Source: an optimization exercise on an open RTL-to-GDS flow (aim: small area, a short achievable clock period and few clock cycles). Production flows keep margins and buffers that such runs may drop.
No functional check of the RTL was part of this run.
No activity file was given, so power comes from the tool's default toggle rates.

**flow/config.mk**
```make
export PLATFORM = sky130hd
export DESIGN_NAME = chillhub_rx
export DESIGN_NICKNAME = chillhub_rx
export VERILOG_FILES = /design/flow/design.v
export SDC_FILE = /design/flow/constraint.sdc
export NUM_CORES = 4
export LEC_CHECK = 0
export CAP_MARGIN = 20
export CORE_MARGIN = 2
export CORE_UTILIZATION = 40
export PLACE_DENSITY = 0.6
export SLEW_MARGIN = 20
```
**flow/constraint.sdc**
```tcl
create_clock -name core_clock -period 5.0 [get_ports {clk}]
set_input_delay 1.0000 -clock core_clock [delete_from_list [all_inputs] [get_ports {clk}]]
set_output_delay 1.0000 -clock core_clock [all_outputs]
set_load 0.01 [all_outputs]
```
**flow/design.v**
```verilog
module chillhub_rx (
    input  wire        clk,
    input  wire        rst,
    input  wire        in_valid,
    output wire        in_ready,
    input  wire [1:0]  in_op,       
    input  wire [7:0]  in_data,     
    input  wire [1:0]  in_class,    
    input  wire [15:0] in_cb,       
    output reg         ev_valid,
    output reg  [1:0]  ev_type,     
    output reg  [15:0] ev_cb,
    output reg  [1:0]  ev_class,
    output reg  [7:0]  ev_symbol,
    output reg  [2:0]  ev_kind,
    output reg  [7:0]  ev_len,
    output reg  [7:0]  ev_data,
    output reg  [2:0]  ev_code
);
    localparam SLOTS  = 10;
    localparam [7:0] STX = 8'hFF;
    localparam [7:0] ESC = 8'hFE;
    localparam [1:0] C_FRIDGE = 2'd0, C_ALARM = 2'd1, C_TIME = 2'd2, C_CLOUD = 2'd3;
    localparam [2:0] K_U8 = 3'd0, K_BOOL = 3'd1, K_U16 = 3'd2, K_U32 = 3'd3,
                     K_STRING = 3'd4, K_TIME4 = 3'd5;
    localparam [2:0] DG_CHECKSUM = 3'd2, DG_UNKNOWN = 3'd3, DG_FULL = 3'd4;
    localparam [1:0] OP_BYTE = 2'd0, OP_REG = 2'd1, OP_REMOVE = 2'd2;
    localparam [1:0] S_STX = 2'd0, S_LEN = 2'd1, S_PKT = 2'd2;
    integer i;
    reg        q_v;
    reg [1:0]  q_op;
    reg [7:0]  q_d;
    reg [1:0]  q_c;
    reg [15:0] q_cb;
    reg [1:0]  rx;
    reg        esc;
    reg [5:0]  plen;          
    reg [5:0]  k;             
    reg [13:0] sum;           
    reg        hi_ok;         
    reg [7:0]  pbuf [3:61];   
    reg        m_alarm;       
    reg        m_time;        
    reg [1:0]  m_cls;
    reg [7:0]  m_sym;
    reg [2:0]  m_kind;
    reg        m_dt_bad;      
    reg [2:0]  m_need;        
    reg [5:0]  rd;
    reg [5:0]  left;
    wire busy = (left != 6'd0);
    reg              slot_used [0:SLOTS-1];
    reg [7:0]        slot_sym  [0:SLOTS-1];
    reg [1:0]        slot_cls  [0:SLOTS-1];
    reg [15:0]       slot_cb   [0:SLOTS-1];
    reg full;
    always @(*) begin
        full = 1'b1;
        for (i = 0; i < SLOTS; i = i + 1)
            full = full & slot_used[i];
    end
    wire fin_state = (rx == S_PKT) && (k == plen + 6'd1);
    wire stall = busy && ((q_op == OP_BYTE && fin_state) || (q_op == OP_REG && full));
    wire go = q_v && !stall;
    assign in_ready = !q_v || !stall;
    always @(posedge clk) begin
        if (rst)
            q_v <= 1'b0;
        else if (in_ready)
            q_v <= in_valid;
        if (in_ready) begin
            q_op <= in_op;
            q_d  <= in_data;
            q_c  <= in_class;
            q_cb <= in_cb;
        end
    end
    wire [7:0] key_sym = (q_op == OP_BYTE) ? m_sym : q_d;
    wire [1:0] key_cls = (q_op == OP_BYTE) ? m_cls : q_c;
    reg [SLOTS-1:0] hit;
    reg [SLOTS-1:0] first_free;
    reg             any_hit;
    reg             seen_free;
    reg [15:0]      hit_cb;
    always @(*) begin
        any_hit   = 1'b0;
        seen_free = 1'b0;
        hit_cb    = 16'd0;
        for (i = 0; i < SLOTS; i = i + 1) begin
            hit[i]        = slot_used[i] && slot_sym[i] == key_sym && slot_cls[i] == key_cls;
            any_hit       = any_hit | hit[i];
            hit_cb        = hit_cb | (slot_cb[i] & {16{hit[i]}});
            first_free[i] = !slot_used[i] && !seen_free;
            seen_free     = seen_free | !slot_used[i];
        end
    end
    wire is_byte  = go && q_op == OP_BYTE;
    wire is_esc   = (q_d == ESC) && !esc;
    wire lit      = is_byte && rx != S_STX && !is_esc;
    wire in_pay   = (k < plen);
    wire pay_lit  = lit && rx == S_PKT && in_pay;
    wire fin_lit  = lit && fin_state;
    wire [5:0] n = plen - 6'd3;
    wire cs_ok = hi_ok && (q_d == sum[7:0]);
    reg       d_drop;
    reg [5:0] d_len;
    always @(*) begin
        d_len  = {3'd0, m_need};
        if (plen < 6'd3)
            d_drop = 1'b1;
        else if (m_alarm)
            d_drop = plen < 6'd8;
        else if (m_time)
            d_drop = plen < 6'd7;
        else if (m_kind == K_STRING) begin
            d_drop = 1'b0;
            d_len  = n;
        end else
            d_drop = m_dt_bad || (n < {3'd0, m_need});
    end
    always @(posedge clk) begin
        if (rst) begin
            rx       <= S_STX;
            esc      <= 1'b0;
            ev_valid <= 1'b0;
            left     <= 6'd0;
            for (i = 0; i < SLOTS; i = i + 1)
                slot_used[i] <= 1'b0;
        end else begin
            ev_valid <= 1'b0;
            if (busy) begin
                ev_valid <= 1'b1;
                ev_type  <= 2'd1;
                ev_data  <= pbuf[rd];
                rd       <= rd + 6'd1;
                left     <= left - 6'd1;
            end
            if (go && q_op == OP_REG) begin
                if (any_hit) begin
                    for (i = 0; i < SLOTS; i = i + 1)
                        if (hit[i]) slot_cb[i] <= q_cb;
                end else if (!full) begin
                    for (i = 0; i < SLOTS; i = i + 1)
                        if (first_free[i]) begin
                            slot_used[i] <= 1'b1;
                            slot_sym[i]  <= q_d;
                            slot_cls[i]  <= q_c;
                            slot_cb[i]   <= q_cb;
                        end
                end else begin
                    ev_valid <= 1'b1;
                    ev_type  <= 2'd2;
                    ev_code  <= DG_FULL;
                end
            end
            if (go && q_op == OP_REMOVE) begin
                for (i = 0; i < SLOTS; i = i + 1)
                    if (hit[i]) slot_used[i] <= 1'b0;
            end
            if (is_byte) begin
                if (rx == S_STX) begin
                    if (q_d == STX) begin
                        rx  <= S_LEN;
                        esc <= 1'b0;
                    end
                end else if (is_esc) begin
                    esc <= 1'b1;
                end else begin
                    esc <= 1'b0;
                end
            end
            if (lit && rx == S_LEN) begin
                plen <= q_d[5:0];
                k    <= 6'd0;
                sum  <= 14'd42;
                if (q_d > 8'd62)
                    rx <= S_STX;
                else
                    rx <= S_PKT;
            end
            if (lit && rx == S_PKT) begin
                k <= k + 6'd1;
                if (in_pay)
                    sum <= sum + {6'd0, q_d};
                if (k == plen)
                    hi_ok <= (q_d == {2'b00, sum[13:8]});
            end
            if (pay_lit) begin
                if (k == 6'd1) begin
                    m_alarm <= (q_d == 8'h05);
                    m_time  <= (q_d == 8'h07);
                    m_cls   <= (q_d == 8'h05) ? C_ALARM :
                               (q_d == 8'h07) ? C_TIME  :
                               (q_d <= 8'h4F) ? C_FRIDGE : C_CLOUD;
                    m_sym   <= (q_d == 8'h07) ? 8'h00 : q_d;
                end
                if (k == 6'd2) begin
                    m_dt_bad <= 1'b0;
                    case (q_d)
                        8'h03:   begin m_kind <= K_U8;     m_need <= 3'd1; end
                        8'h09:   begin m_kind <= K_BOOL;   m_need <= 3'd1; end
                        8'h05:   begin m_kind <= K_U16;    m_need <= 3'd2; end
                        8'h07:   begin m_kind <= K_U32;    m_need <= 3'd4; end
                        8'h02:   begin m_kind <= K_STRING; m_need <= 3'd0; end
                        default: begin m_kind <= K_U8;     m_need <= 3'd1; m_dt_bad <= 1'b1; end
                    endcase
                    if (m_alarm || m_time) begin
                        m_kind <= K_TIME4;
                        m_need <= 3'd4;
                    end
                end
                if (k == 6'd3 && m_alarm)
                    m_sym <= q_d;
                if (k >= 6'd3)
                    pbuf[k] <= q_d;
            end
            if (fin_lit) begin
                rx <= S_STX;
                if (!cs_ok) begin
                    ev_valid <= 1'b1;
                    ev_type  <= 2'd2;
                    ev_code  <= DG_CHECKSUM;
                end else if (d_drop) begin
                    ev_valid <= 1'b1;
                    ev_type  <= 2'd2;
                    ev_code  <= DG_UNKNOWN;
                end else if (any_hit) begin
                    ev_valid  <= 1'b1;
                    ev_type   <= 2'd0;
                    ev_cb     <= hit_cb;
                    ev_class  <= m_cls;
                    ev_symbol <= m_sym;
                    ev_kind   <= m_kind;
                    ev_len    <= {2'b00, d_len};
                    left      <= d_len;
                    rd        <= m_alarm ? 6'd4 : 6'd3;
                    if (m_time)
                        for (i = 0; i < SLOTS; i = i + 1)
                            if (hit[i]) slot_used[i] <= 1'b0;
                end
            end
        end
    end
endmodule
```
**flow/run.sh**
```bash
#!/bin/bash
# synth_recipe.tcl (not shown) runs the flow's synth.tcl, then flattens the netlist and writes it again
# the make line also repeats each setting of config.mk as NAME=value (left out here)
make -C /OpenROAD-flow-scripts/flow DESIGN_CONFIG=/design/flow/config.mk WORK_HOME=/design/flow/orfs CLKGATE_MAP_FILE= SYNTH_SCRIPT=/design/flow/synth_recipe.tcl finish
```
==> results.ini <==
[worst_setup_path]
slowest_delay_ns=0.66
r2r_start=q_op[0]
path_max_fanout=5
cp.required_ns=4.00
cp.arrival_ns=3.73
start_kind=flip-flop
end_kind=primary output
worst-r2r-setup-slack_ns=0.41
path_buf_inv=1
cpMaxStageDelayCell=or4_1
path_cells=ha_1 > xor2_1 > or3_1 > or4_1 > o21ai_0 > nand3_2 > clkdlybuf4s50_1
crit_type=reg -> out
cp_top_family=simple AND/OR/NAND/NOR gates
r2r_cells=10
r2r_end=slot_cb[4][10]

[route]
drtAntennaViolNets=0
post_drt_via_cell_ratio=5.80
wirelength_um=95100
first_iter_violations=2577
wl_per_cell_um=26.4
vias=20900
post-route-drc-count=0
firstDrtPassIters=7

[synth]
synth_edf_count=860
yosysTopAreaCellShare=0.702
synth_cell_types=91
synth_area_leaders=edfxtp_1 (70%), mux4_2 (9.2%), xnor2_1 (2.0%)
ys_seq_elements=881
synthArstFlopShare=0
synthCells=2170
yosysSeqAreaShare=0.714
synth.yosys.warnings=5
syn_area_per_cell_um2=16.9
yosys.area.top_type=edfxtp_1
synth_area_um2=36800
synth-main-ff-cell=edfxtp_1

[clock_tree]
cts_tree=done
clock_path_buffers=3
cts_root_buffer=clkbuf_16
ctsHoldBuffers=0
cts_made_buffers=93
postCtsSetupBuffers=0
cts_resized=0
clk_latency_ns=0.67
clk_pin_slew_ns=0.06
htree_levels=3
clock_sinks=881

[run]
cap_violations=0

[placed_design]
portBuffers=80
finalWeightedCongestion=0.888
hpwl_um=62300
pre_cts_ws_ns=0.500
placed_area_um2=39500

[sta]
fin_ws_ns=0.270
tns_ns=0
relSlewSlack=0.275
timing.fmax_ghz=0.211
setup_viol=0
fin_crit_sh=0.946
skew_ns=0.0408
worst_pin_slew_ns=1.08
maxSlewViolCount=0
rsz0062_at_grt=no
post-route-min-period_ns=4.73
hold_viol=0

[grt]
overflow=0
grt_pass1_vias=20900
antenna_found_initial=2
grt_pass1_wl_um=140000
grt_max_degree=82
grt.total_usage=0.201

[cells_and_area]
multi_input_comb_area_um2=9840
fin_nets=2393
layout-drive-gt1-share=0.183
area_growth_pct=15.7
fillers=7715
seqCellArea_um2=26200
post-route-cell-area_um2=42500

[power]
power_frac_comb=0.175
seqPwrFrac=0.456
clkPwrFrac=0.369
peakVddDrop_uv=337
switching_share=0.253
p_per_area_nw_per_um2=434
p_leak_nw=13.5
internal_power_mw=13.8
power.switching_mw=4.68

[min_path]
min-delay-start=m_kind[1]
hold_path.class=reg -> reg
min_delay_path_depth=0
whs_endpoint=ev_kind[1]

[die]
io_pins=83
dieHeight_um=307
core_area_um2=91400
num_rows=111
die_w_um=307
fp.dieArea_um2=94400
start_util=0.402

[outcome]
run_status=timing/DRC/antenna clean

cells in the final DEF, fill, tap and decap left out, types with 54 or more instances in the layout:
master / count
edfxtp_1: 860
mux4_2: 151
nor2_1: 136
buf_4: 119
clkbuf_16: 96
xnor2_1: 83
nand2_1: 82
clkdlybuf4s50_1: 80
a21oi_1: 54
per-stage QoR:
| step | hold slack, ns | total power [mW] | utilization | instances |
|---|---|---|---|---|
| 2_1_floorplan | 0.418 | 10.8 | - | 2171 |
| 3_5_place_dp | 0.524 | 11.9 | 0.432 | 3430 |
| 3_3_place_gp | 0.496 | 11.8 | 0.432 | 3430 |
| 5_1_grt | 0.524 | 19.1 | 0.465 | 3601 |
| 4_1_cts | 0.524 | 18.7 | 0.465 | 3601 |
| 6_report | 0.518 | 18.5 | 0.466 | 3603 |
cell families after synthesis:
family,synth area share
and+or+nand+nor,0.0726
other,0.000102
AOI/OAI and AO/OA,0.0551
buffers and inverters,0.0201
DFF,0.714
xor gates and xnor gates,0.0307
muxes,0.0996
adders and majority gates,0.00803
worst max-delay path by stage:
stage               cells past startpoint        endpoint  slack, ns    start
floorplan                              12        ev_cb[0]       0.02   q_d[5]
global placement                       10  slot_cb[4][12]       0.51  q_op[0]
detailed placement                     10  slot_cb[4][10]       0.50  q_op[0]
CTS                                     7        in_ready       0.22  plen[0]
global route                            8        in_ready       0.09  plen[0]
finish                                  7        in_ready       0.27  plen[0]
sequential cells by signal, summed over array words and instances (netlist names), 8 cells and up:
register,cells
ev_cb,16
slot_used,10
ev_symbol,8
pbuf,472
sum,14
q_d,8
m_sym,8
slot_cb,160
slot_sym,80
slot_cls,20
ev_data,8
q_cb,16
final cells by class:
type                            count  area share
Timing Repair Buffer              202      0.0412
Tap cell                         1186      0.0349
Clock buffer                      109      0.0576
Clock inverter                     62      0.0134
Multi-Input combinational cell   1110       0.231
Inverter                           51     0.00450
Sequential cell                   881       0.617
Antenna cell                        2    0.000118
routing by layer:
| layer | part of all wire | wire [um] | global-route usage | vias to the layer above |
|---|---|---|---|---|
| met3 | 0.062 | 5940 | 0.0297 | 152 |
| met2 | 0.49 | 46300 | 0.331 | 789 |
| met1 | 0.42 | 40400 | 0.280 | 10900 |
| li1 | - | - | - | 9056 |
| met4 | 0.026 | 2430 | 0.0569 | 0 |
| met5 | 0 | 0 | 0 | - |
synthesized netlist by cell type (7+ instances only):
cell type and count:
edfxtp_1 860, mux4_2 151, nor2_1 137, clkbuf_1 84, xnor2_1 83, nand2_1 82
a21oi_1 54, inv_1 51, a222oi_1 50, o21ai_0 48, nor3_1 46, xor2_1 46
nand3_1 35, nand4_1 32, nor2b_1 30, nor4_1 24, ha_1 22, dfxtp_1 21
buf_2 19, nand2b_1 17, buf_1 16, a31oi_1 15, or3_1 15, a211oi_1 14
nand3b_1 12, mux2_2 10, and2_1 9, and3_1 9, o211ai_1 9, buf_4 8
mux2i_1 8, or4_1 8, a2111oi_0 7, nor4b_1 7, o21ai_1 7
power by group through the flow:
stage / registers (mW) / clock network, mW / logic, mW
floorplan: 8.51 / 0 / 2.27
global placement: 8.59 / 0 / 3.25
detailed placement: 8.60 / 0 / 3.29
CTS: 8.45 / 6.94 / 3.30
global route: 8.45 / 7.22 / 3.44
finish: 8.44 / 6.82 / 3.23
worst reg2reg max path: cells and delay by family (launching register included):
family / cells / cell delay [ns]
AND/OR/NAND/NOR: 5 / 1.43
AO/OA/AOI/OAI: 2 / 1.21
multiplexers: 1 / 0.63
flip-flops: 1 / 0.58
buffers and inverters: 1 / 0.24
XOR/XNOR: 1 / 0.22

-- port drivers added, routing unchanged --
In the flow no input, the clock included, has a driving cell. The finished layout below was timed again as built, in two steps.
Step 1 (the two cells are an assumption about what drives the block):
set clk [get_ports {clk}]
set_driving_cell -lib_cell sky130_fd_sc_hd__clkbuf_16 $clk
set_driving_cell -lib_cell sky130_fd_sc_hd__buf_2 [delete_from_list [all_inputs] $clk]
Step 2 also shifts input and output timing later by t, the mid clock arrival at the registers, as if the neighbouring blocks saw the same clock.
Three values: no drivers, after step 1, after step 2; two values: the first two.
t (ns): 0.712
setup WS [ns]: 0.270 / 0.205 / 0.407
worst hold slack (ns): 0.518 / 0.518 / 0.518
slew at the worst register clock pin (ns): 0.06 / 0.06
After both steps setup and hold are still met in this run. The setup slack of this run moves by -0.065 ns with the drivers and by +0.137 ns with both steps.
